This design comes from an exercise in tuning for small area on the open sky130 flow, not from production work.
Only simulation tests tie the RTL to the original design; equivalence was not proved.
Power figures rest on the tool's default switching activity, not on a simulated workload.

==> flow/design.v (excerpt) <==
module scfd #(
    parameter MAX_FRAME = 128,
    parameter T_SETTLE  = 16
) (
    input  wire       clk,
    input  wire       rst,
    input  wire       rx_valid,
    input  wire [7:0] rx_data,
    output wire       tx_valid,
    output wire [7:0] tx_data,
    input  wire       tx_ready,
    output wire       bus_cs,
    output wire       bus_valid,
    output wire       bus_we,
    output wire [7:0] bus_wdata,
    input  wire       bus_ready,
    input  wire [7:0] bus_rdata,
    input  wire       bus_fail
);
For scale: ~4,000 cells after synthesis, ~54,000 µm² of cells after synthesis.
export LEC_CHECK = 0
export ABC_AREA = 1
export CAP_MARGIN = 20
export CORE_MARGIN = 2
export CORE_UTILIZATION = 75
export CTS_BUF_LIST = sky130_fd_sc_hd__clkbuf_8
export CTS_CLUSTER_DIAMETER = 40
export CTS_CLUSTER_SIZE = 14
export PLACE_DENSITY = 0.85
export SLEW_MARGIN = 20
create_clock -name core_clock -period 10.0 [get_ports {clk}]
standard.sh (not shown) runs the stock make flow with config.mk's settings and CLKGATE_MAP_FILE= SYNTH_SCRIPT=/design/flow/synth_recipe.tcl, a recipe that flattens the netlist after the stock synthesis.
==> flow/flow/run.sh <==
#!/bin/bash
# Standard layout, except that the port buffers are the smallest buffer
# (sky130_fd_sc_hd__buf_1) instead of the one buffer_ports picks by default.
set -euo pipefail
export BUFFER_PORTS_ARGS="-buffer_cell sky130_fd_sc_hd__buf_1"
bash standard.sh > standard_flow.log 2>&1
The baseline finished with timing, DRC and antenna clean.
Change:
--- a/flow/design.v
+++ b/flow/design.v
@@ -18,20 +18,21 @@
     input  wire [7:0] bus_rdata,
     input  wire       bus_fail
 );
     localparam [7:0] HEADER = 8'h7E;
     localparam [7:0] TAIL   = 8'h7F;
     localparam [6:0] CLAMP  = MAX_FRAME - 10;    
     localparam integer L    = 120;               
     localparam integer NP   = L / 8;             
     localparam integer NS   = 8;                 
     localparam [6:0] LAST   = L - 1;             
+    localparam integer NR   = 4;                 
     localparam [3:0] S_IDLE  = 4'd0;
     localparam [3:0] S_WAIT  = 4'd1;    
     localparam [3:0] S_FETCH = 4'd2;    
     localparam [3:0] S_SET   = 4'd3;    
     localparam [3:0] S_B0    = 4'd4;    
     localparam [3:0] S_B1    = 4'd5;    
     localparam [3:0] S_B2    = 4'd6;    
     localparam [3:0] S_B3    = 4'd7;    
     localparam [3:0] S_T0    = 4'd8;    
     localparam [3:0] S_T1    = 4'd9;    
@@ -186,23 +187,32 @@
     reg  [1:0]  kind;
     reg         ones, rd1;
     reg  [15:0] addr;
     reg  [6:0]  cnt;
     reg  [6:0]  tmr;
     reg         bad, mism;
     reg  [7:0]  csum;
     reg  [7:0]  h;
     reg  [6:0]  dp;           
     reg  [8*L-1:0] ra, rb;
-    wire        rd_at = (dp[4:0] == 5'd31) || (dp == LAST);
-    wire [6:0]  rpos  = (dp[6:5] == 2'd3) ? LAST : {dp[6:5], 5'd31};
-    wire [7:0]  tail  = wsel ? ra[8*rpos +: 8] : rb[8*rpos +: 8];
+    reg  [7:0]  tail;
+    reg         rd_at;                             
+    integer     r;
+    always @(*) begin
+        tail  = 8'd0;
+        rd_at = 1'b0;
+        for (r = 0; r < NR; r = r + 1)
+            if (dp == (r + 1) * (L / NR) - 1) begin
+                rd_at = 1'b1;
+                tail  = wsel ? ra[8*((r+1)*(L/NR)-1) +: 8] : rb[8*((r+1)*(L/NR)-1) +: 8];
+            end
+    end
     wire wr_at   = (dp[2:0] == 3'd0);              
     wire hwr     = (st == S_RW) && wr_at;          
     wire done_x  = (tmr == cnt);                   
     wire has_pay = bad || (kind == K_NACK) || (kind == K_RD && cnt != 7'd0);
     wire err_pay = bad || (kind == K_NACK);
     wire d_stall = ((st == S_FETCH || st == S_TF || st == S_CMP) && rd_at) || hwr;
     wire [6:0]  ad_a   = hand_off ? pc_n : dp;
     wire [6:0]  ad_b   = hand_off ? d_cnt - {3'd0, occ_w} : cnt;
     wire [7:0]  dp_sum = {1'b0, ad_a} + {1'b0, ad_b};
     wire [6:0]  dp_add = (dp_sum >= L) ? dp_sum - L : dp_sum[6:0];
Result: Register-to-register slack is better by 280 ps; routed wire length is lower by 2.5%; non-clock buffer count is lower by 6; total power is lower by 0.74%; synthesized area is higher by 0.42%; global-route usage is lower by 0.62 points; design area is higher by 0.46%; via count is lower by 1.2%; synthesized cell count barely changes.

-- afterwards: timing with drivers on the ports --
No port has a modelled driver above. Below, the same layouts with a new extraction and two added sets of constraints.
Step 1 sets driving cells, clkbuf_16 on the clock port and buf_2 on the other inputs (assumed; they add their load-dependent delay and slew).
Step 2 also shifts input and output timing later by t, the mid clock arrival at the registers, as if the neighbouring blocks saw the same clock.
a / b / c = ideal / step 1 / step 2; a / b = the first two.
run | t, ns | setup slack, ns | worst slew at a driven data input, ns
the first run | 0.911 | 3.788 / 3.788 / 3.460 | 0.04
the second run | 0.904 | 4.065 / 4.065 / 3.310 | 0.04
After both steps every run listed still meets setup and hold. For the second run, which loses most, drivers alone change the setup slack by 0.000 ns; drivers and shift together by -0.755 ns.
